This design comes from an exercise in tuning for small area on the open sky130 flow, not from production work.
Only simulation tests tie the RTL to the original design; equivalence was not proved.
Power figures rest on the tool's default switching activity, not on a simulated workload.

==> inputs of 09-14 <==
==> flow/design.v <==
module rct_crc_step (
    input  wire [15:0] crc_in,
    input  wire [7:0]  data,
    output reg  [15:0] crc_out
);
    integer k;
    always @* begin
        crc_out = crc_in ^ {data, 8'h00};
        for (k = 0; k < 8; k = k + 1) begin
            if (crc_out[15])
                crc_out = {crc_out[14:0], 1'b0} ^ 16'h1021;
            else
                crc_out = {crc_out[14:0], 1'b0};
        end
    end
endmodule
module rct_decoder (
    input  wire        clk,
    input  wire        rst,
    input  wire        dec_new,
    input  wire        dec_plant,
    input  wire        rx_valid,
    input  wire [7:0]  rx_data,
    output wire        rx_ready,
    output wire [2:0]  dec_status,
    output wire        dec_ft,
    output wire [7:0]  dec_cmd,
    output wire [31:0] dec_id,
    output wire [31:0] dec_addr,
    output wire [15:0] dec_plen,
    output wire [15:0] dec_ck_rx,
    output wire [15:0] dec_ck_calc,
    output reg         pl_valid,
    output reg  [7:0]  pl_data
);
    localparam [7:0] START = 8'h2B;
    localparam [7:0] ESC   = 8'h2D;
    localparam [2:0] S_IDLE   = 3'd0;
    localparam [2:0] S_SEEK   = 3'd1;
    localparam [2:0] S_HEADER = 3'd2;
    localparam [2:0] S_BODY   = 3'd3;
    localparam [2:0] S_VALID  = 3'd4;
    localparam [2:0] S_CRCERR = 3'd5;
    localparam [2:0] S_CMDERR = 3'd6;
    localparam [2:0] S_LENERR = 3'd7;
    reg [2:0]  state;
    reg        plant;
    reg        esc;
    reg        ckf;         
    reg [15:0] pos;
    reg [15:0] len;         
    reg [2:0]  cmd_lo;      
    reg        known_q;
    reg        long_q;
    reg [15:0] crc;
    reg [63:0] sr;          
    wire st_seek  = (state == S_SEEK);
    wire st_hdr   = (state == S_HEADER);
    wire st_body  = (state == S_BODY);
    wire st_valid = (state == S_VALID);
    wire st_crce  = (state == S_CRCERR);
    assign rx_ready   = st_seek | st_hdr | st_body;
    assign dec_status = state;
    assign dec_ft     = plant;
    wire take   = rx_valid && rx_ready && !dec_new;
    wire append = take && !st_seek && (esc || rx_data != ESC);
    wire h_cmd  = st_hdr && (pos[1:0] == 2'd1);
    wire h_len  = st_hdr && (pos[1:0] == 2'd2);
    wire h_llo  = st_hdr && (pos[1:0] == 2'd3);
    wire h_bod  = st_hdr && (pos[1:0] == 2'd0);    
    wire bodyish = st_body || h_bod;
    wire is_ckhi = !ckf && (pos == len);
    wire field   = plant ? (pos[15:4] == 12'd0) : (pos[15:2] == 14'd0);
    wire last    = st_body && ckf;
    wire [15:0] crc_next;
    rct_crc_step u_crc (.crc_in(crc), .data(rx_data), .crc_out(crc_next));
    wire [15:0] crc_pad;
    rct_crc_step u_pad (.crc_in(crc), .data(8'h00), .crc_out(crc_pad));
    wire        odd_cover = len[0] ^ long_q;
    wire [15:0] ck_calc   = odd_cover ? crc_pad : crc;
    wire        mism      = ({pos[7:0], rx_data} != ck_calc);
    wire short_bad = plant && (len[7:3] == 5'd0);
    wire long_bad  = plant && (len[7:0] == 8'd0) && (rx_data[7:3] == 5'd0);
    wire body_bad  = plant ? (len[15:4] == 12'd0) : (len[15:2] == 14'd0);
    wire covered = append && !(bodyish && (ckf || is_ckhi));
    wire shift   = append && ((bodyish && !ckf && !is_ckhi && field) || (last && mism));
    wire pay     = append && bodyish && !ckf && !is_ckhi && !field;
    always @(posedge clk) begin
        if (rst) begin
            state    <= S_IDLE;
            plant    <= 1'b0;
            pl_valid <= 1'b0;
            pl_data  <= 8'd0;
        end else if (dec_new) begin
            state    <= S_SEEK;
            plant    <= dec_plant;
            pl_valid <= 1'b0;
        end else begin
            pl_valid <= pay;
            if (pay)
                pl_data <= rx_data;
            if (take && st_seek && rx_data == START)
                state <= S_HEADER;
            if (append) begin
                if (h_llo)
                    state <= long_bad ? S_LENERR : S_BODY;
                if (h_bod)
                    state <= short_bad ? S_LENERR : S_BODY;
                if (last)
                    state <= mism ? S_CRCERR : !known_q ? S_CMDERR :
                             body_bad ? S_LENERR : S_VALID;
            end
        end
    end
    always @(posedge clk) begin
        if (take && st_seek) begin
            pos <= 16'd1;
            ckf <= 1'b0;
            esc <= 1'b0;
            crc <= 16'hFFFF;
        end else begin
            if (take)
                esc <= !esc && (rx_data == ESC);
            if (covered)
                crc <= crc_next;
            if (shift)
                sr <= {sr[55:0], rx_data};
            if (append) begin
                if (h_cmd) begin
                    cmd_lo  <= rx_data[2:0];
                    known_q <= (rx_data == 8'h01) || (rx_data == 8'h02) || (rx_data == 8'h03) ||
                               (rx_data == 8'h05) || (rx_data == 8'h06) || (rx_data == 8'h08) ||
                               (rx_data == 8'h3C);
                    long_q  <= (rx_data == 8'h03) || (rx_data == 8'h06);
                    pos     <= 16'd2;
                end
                if (h_len) begin
                    len <= {8'h00, rx_data};
                    pos <= long_q ? 16'd3 : {12'd0, plant, 3'd0};
                end
                if (h_llo) begin
                    len <= {len[7:0], rx_data};
                    pos <= {12'd0, plant, 3'd0};
                end
                if (bodyish && !ckf) begin
                    if (is_ckhi) begin
                        ckf      <= 1'b1;
                        pos[7:0] <= rx_data;
                    end else begin
                        pos <= pos + 16'd1;
                    end
                end
            end
        end
    end
    wire       c3 = (cmd_lo[1:0] == 2'b00);
    wire       c5 = c3 & cmd_lo[2];
    wire [7:0] cmd_full = {2'b00, c5, c5, c3, cmd_lo};
    wire [15:0] plen = plant ? {len[15:4] - 12'd1, len[3:0]} : {len[15:2] - 14'd1, len[1:0]};
    assign dec_cmd     = st_valid ? cmd_full : 8'hFF;
    assign dec_id      = st_valid ? sr[31:0] : 32'd0;
    assign dec_addr    = (st_valid && plant) ? sr[63:32] : 32'd0;
    assign dec_plen    = st_valid ? plen : 16'd0;
    assign dec_ck_rx   = st_crce ? {pos[7:0], sr[7:0]} : 16'd0;
    assign dec_ck_calc = st_crce ? ck_calc : 16'd0;
endmodule
module rct_encoder (
    input  wire        clk,
    input  wire        rst,
    input  wire        enc_start,
    input  wire [7:0]  enc_cmd,
    input  wire        enc_plant,
    input  wire [31:0] enc_id,
    input  wire [31:0] enc_addr,
    input  wire [15:0] enc_plen,
    input  wire        enc_pl_valid,
    input  wire [7:0]  enc_pl_data,
    output wire        enc_pl_ready,
    output reg         tx_valid,
    output reg  [7:0]  tx_data,
    input  wire        tx_ready,
    output wire        enc_busy,
    output reg  [1:0]  enc_err
);
    localparam [7:0] START    = 8'h2B;
    localparam [7:0] ESC      = 8'h2D;
    localparam [7:0] CMD_READ = 8'h01;
    localparam [3:0] P_DONE  = 4'b0000;
    localparam [3:0] P_SOF   = 4'b0001;
    localparam [3:0] P_CMD   = 4'b0010;
    localparam [3:0] P_LENHI = 4'b0011;
    localparam [3:0] P_LENLO = 4'b0100;
    localparam [3:0] P_PAY   = 4'b0101;
    localparam [3:0] P_CKHI  = 4'b0110;
    localparam [3:0] P_CKLO  = 4'b0111;
    localparam [3:0] P_ADDR0 = 4'b1000;
    localparam [3:0] P_ID0   = 4'b1100;
    localparam [3:0] P_ID3   = 4'b1111;
    reg [3:0]  phase;
    reg [15:0] len_r;       
    reg [2:0]  cmd_lo;      
    reg        plant_r;
    reg        odd_r;       
    reg [31:0] id_r;
    reg [31:0] addr_r;
    reg [15:0] crc;
    reg        esc_pend;
    reg        hold;        
    wire        req_long  = (enc_cmd == 8'h03) || (enc_cmd == 8'h06);
    wire        req_known = (enc_cmd == 8'h01) || (enc_cmd == 8'h02) || (enc_cmd == 8'h03) ||
                            (enc_cmd == 8'h05) || (enc_cmd == 8'h06) || (enc_cmd == 8'h08) ||
                            (enc_cmd == 8'h3C);
    wire [15:0] req_n     = (enc_cmd == CMD_READ) ? 16'd0 : enc_plen;
    wire [16:0] req_len   = {1'b0, req_n} + (enc_plant ? 17'd16 : 17'd4);
    wire        req_ovf   = req_long ? req_len[16] : (req_len[16:8] != 9'd0);
    assign enc_busy = (phase != P_DONE) || esc_pend || tx_valid;
    wire   accept   = enc_start && !enc_busy;
    wire slot = !tx_valid || tx_ready;
    assign enc_pl_ready = slot && !esc_pend && (phase == P_PAY);
    wire [15:0] crc_pad;
    rct_crc_step u_pad (.crc_in(crc), .data(8'h00), .crc_out(crc_pad));
    wire [15:0] ck = odd_r ? crc_pad : crc;
    wire       long_c   = (cmd_lo == 3'b011) || (cmd_lo == 3'b110);
    wire       c3       = (cmd_lo[1:0] == 2'b00);
    wire       c5       = c3 & cmd_lo[2];
    wire [7:0] cmd_full = {2'b00, c5, c5, c3, cmd_lo};
    wire hi_zero  = (len_r[15:5] == 11'd0);
    wire pay_none = hi_zero && (len_r[4:0] == (plant_r ? 5'd16 : 5'd4));
    wire pay_one  = hi_zero && (len_r[4:0] == (plant_r ? 5'd17 : 5'd5));
    wire [63:0] fields = {addr_r, id_r};
    wire [7:0]  fbyte  = fields[63 - 8 * phase[2:0] -: 8];
    reg  [7:0] nb;
    always @* begin
        if (phase[3])
            nb = fbyte;
        else
            case (phase[2:0])
                3'd1: nb = START;
                3'd2: nb = cmd_full;
                3'd3: nb = len_r[15:8];
                3'd4: nb = len_r[7:0];
                3'd5: nb = enc_pl_data;
                3'd6: nb = ck[15:8];
                3'd7: nb = ck[7:0];
                default: nb = 8'h00;
            endcase
    end
    wire nb_ok  = (phase == P_PAY) ? enc_pl_valid : (phase != P_DONE);
    wire nb_cov = (phase != P_SOF) && (phase != P_CKHI) && (phase != P_CKLO);
    wire [15:0] crc_next;
    rct_crc_step u_crc (.crc_in(crc), .data(nb), .crc_out(crc_next));
    wire emit     = slot && !esc_pend && nb_ok;
    wire is_start = (nb == START);
    wire reserved = (is_start || nb == ESC) && (phase != P_SOF);
    always @(posedge clk) begin
        if (rst) begin
            phase    <= P_DONE;
            esc_pend <= 1'b0;
            tx_valid <= 1'b0;
            tx_data  <= 8'h00;
            enc_err  <= 2'd0;
        end else begin
            if (accept) begin
                if (!req_known) begin
                    enc_err <= 2'd1;
                end else if (req_ovf) begin
                    enc_err <= 2'd2;
                end else begin
                    enc_err <= 2'd0;
                    phase   <= P_SOF;
                end
            end
            if (slot) begin
                if (esc_pend) begin
                    tx_valid <= 1'b1;
                    tx_data  <= hold ? START : ESC;
                    esc_pend <= 1'b0;
                end else if (emit) begin
                    tx_valid <= 1'b1;
                    if (reserved) begin
                        tx_data  <= ESC;
                        esc_pend <= 1'b1;
                    end else begin
                        tx_data  <= nb;
                    end
                end else begin
                    tx_valid <= 1'b0;
                end
            end
            if (emit) begin
                if (phase[3]) begin
                    if (phase == P_ID3)
                        phase <= pay_none ? P_CKHI : P_PAY;
                    else
                        phase <= phase + 4'd1;
                end else
                    case (phase[2:0])
                        3'd1: phase <= P_CMD;
                        3'd2: phase <= long_c ? P_LENHI : P_LENLO;
                        3'd3: phase <= P_LENLO;
                        3'd4: phase <= plant_r ? P_ADDR0 : P_ID0;
                        3'd5: if (pay_one) phase <= P_CKHI;
                        3'd6: phase <= P_CKLO;
                        default: phase <= P_DONE;
                    endcase
            end
        end
    end
    always @(posedge clk) begin
        if (accept) begin
            cmd_lo  <= enc_cmd[2:0];
            plant_r <= enc_plant;
            id_r    <= enc_id;
            addr_r  <= enc_addr;
            len_r   <= req_len[15:0];
            odd_r   <= req_long ^ req_n[0];
            crc     <= 16'hFFFF;
        end else if (emit) begin
            if (reserved)
                hold <= is_start;
            if (nb_cov)
                crc <= crc_next;
            if (phase == P_PAY)
                len_r <= len_r - 16'd1;
        end
    end
endmodule
module rct_codec (
    input  wire        clk,
    input  wire        rst,
    input  wire        dec_new,
    input  wire        dec_plant,
    input  wire        rx_valid,
    input  wire [7:0]  rx_data,
    output wire        rx_ready,
    output wire [2:0]  dec_status,
    output wire        dec_ft,
    output wire [7:0]  dec_cmd,
    output wire [31:0] dec_id,
    output wire [31:0] dec_addr,
    output wire [15:0] dec_plen,
    output wire [15:0] dec_ck_rx,
    output wire [15:0] dec_ck_calc,
    output wire        pl_valid,
    output wire [7:0]  pl_data,
    input  wire        enc_start,
    input  wire [7:0]  enc_cmd,
    input  wire        enc_plant,
    input  wire [31:0] enc_id,
    input  wire [31:0] enc_addr,
    input  wire [15:0] enc_plen,
    input  wire        enc_pl_valid,
    input  wire [7:0]  enc_pl_data,
    output wire        enc_pl_ready,
    output wire        tx_valid,
    output wire [7:0]  tx_data,
    input  wire        tx_ready,
    output wire        enc_busy,
    output wire [1:0]  enc_err
);
    rct_decoder u_dec (
        .clk(clk), .rst(rst),
        .dec_new(dec_new), .dec_plant(dec_plant),
        .rx_valid(rx_valid), .rx_data(rx_data), .rx_ready(rx_ready),
        .dec_status(dec_status), .dec_ft(dec_ft), .dec_cmd(dec_cmd),
        .dec_id(dec_id), .dec_addr(dec_addr), .dec_plen(dec_plen),
        .dec_ck_rx(dec_ck_rx), .dec_ck_calc(dec_ck_calc),
        .pl_valid(pl_valid), .pl_data(pl_data)
    );
    rct_encoder u_enc (
        .clk(clk), .rst(rst),
        .enc_start(enc_start), .enc_cmd(enc_cmd), .enc_plant(enc_plant),
        .enc_id(enc_id), .enc_addr(enc_addr), .enc_plen(enc_plen),
        .enc_pl_valid(enc_pl_valid), .enc_pl_data(enc_pl_data), .enc_pl_ready(enc_pl_ready),
        .tx_valid(tx_valid), .tx_data(tx_data), .tx_ready(tx_ready),
        .enc_busy(enc_busy), .enc_err(enc_err)
    );
endmodule
==> flow/run.sh <==
#!/bin/bash
# synth_recipe.tcl (not shown) runs the flow's synth.tcl, then flattens the netlist and writes it again
# the make line also repeats each setting of config.mk as NAME=value (left out here)
make -C /OpenROAD-flow-scripts/flow DESIGN_CONFIG=/design/flow/config.mk WORK_HOME=/design/flow/orfs CLKGATE_MAP_FILE= SYNTH_SCRIPT=/design/flow/synth_recipe.tcl finish
==> flow/config.mk <==
export PLATFORM = sky130hd
export DESIGN_NAME = rct_codec
export DESIGN_NICKNAME = rct_codec
export VERILOG_FILES = /design/flow/design.v
export SDC_FILE = /design/flow/constraint.sdc
export NUM_CORES = 4
export LEC_CHECK = 0
export CAP_MARGIN = 20
export CORE_MARGIN = 2
export CORE_UTILIZATION = 40
export PLACE_DENSITY = 0.6
export SLEW_MARGIN = 20
==> flow/constraint.sdc <==
create_clock -name core_clock -period 7.0 [get_ports {clk}]
set_input_delay 1.4000 -clock core_clock [delete_from_list [all_inputs] [get_ports {clk}]]
set_output_delay 1.4000 -clock core_clock [all_outputs]
set_load 0.01 [all_outputs]
==> 03-03: changes against 09-14 <==
==> flow/flow/run.sh (new file) <==
#!/bin/bash
# Standard layout, with the port buffers made of the smallest plain buffer.
set -euo pipefail
export BUFFER_PORTS_ARGS="-buffer_cell sky130_fd_sc_hd__buf_1"
bash standard.sh > make_finish.log 2>&1
==> flow/standard.sh (new file) <==
#!/bin/bash
# synth_recipe.tcl (not shown) runs the flow's synth.tcl, then flattens the netlist and writes it again
# the make line also repeats each setting of config.mk as NAME=value (left out here)
make -C /OpenROAD-flow-scripts/flow DESIGN_CONFIG=/design/flow/config.mk WORK_HOME=/design/flow/orfs CLKGATE_MAP_FILE= SYNTH_SCRIPT=/design/flow/synth_recipe.tcl "${@:-finish}"
ABC_AREA = 1   (was not set)
CTS_BUF_LIST = sky130_fd_sc_hd__clkbuf_2 sky130_fd_sc_hd__clkbuf_4 sky130_fd_sc_hd__clkbuf_8   (was not set)
removed: flow/run.sh
==> qor summary <==
item	03-03	09-14
Run status	timing/DRC/antenna clean	timing/DRC/antenna clean
Synthesized-area fraction occupied by xor and xnor cells	6.78%	9.95%
Reg power frac	34.8%	40.8%
Share of the yosys chip area belonging to registers	48.1%	49.5%
Met1 GRT Util	30.2%	27.4%
Synthesized net count	1813	1440
Adder-cell share of the synthesized area	1.70%	1.75%
Wire length of the first global-routing pass	62600 microns	58900 microns
Min Clock Period, post-route	4.19 ns	5.21 ns
Violation count after the first detailed-routing iteration	970	764
Final worst-path setup slack	2.81 ns	1.79 ns
Worst Hold End	u_dec.sr[12]$_DFFE_PP_	u_dec.sr[16]$_DFFE_PP_
Met2 usage in global routing	34.4%	35.3%
Multi-input gate area	6010 sq um	6340 sq um
Top Consumer	combinational cells	registers
Nature of the critical path startpoint	flop	input pin
Via/cell ratio	5.07	5.39
Post-detail-place hpwl	30000 microns	27300 microns
Number of signal-net buffers in the layout	272	276
Met3 wire length	2700 microns	2690 microns
Worst reg2reg setup slack	2.87 ns	2.67 ns

port drivers added, routing unchanged:
The flow's constraints put no driver on any port. The routed layouts listed below were extracted and timed again, unchanged, in two steps. Step 1 sets driving cells, clkbuf_16 on the clock port and buf_2 on the other inputs (assumed; they add their load-dependent delay and slew). Step 2 adds t to the input delays and takes it off the output delays; t is the mean of the earliest and latest rising clock arrival at the registers after step 1. Input paths then give back, and output paths get back, about the clock's delay inside the block. Slacks: no drivers / after step 1 / after step 2; pairs: no drivers / after step 1.
run	t, ns	setup slack, ns	worst setup path after step 2
09-14	0.594	1.785 / 1.817 / 1.223	input to register
03-03	0.631	2.808 / 2.760 / 2.430	input to register
After both steps every run listed still meets setup and hold. For 09-14, which loses most, drivers alone change the setup slack by +0.032 ns; drivers and shift together by -0.562 ns.
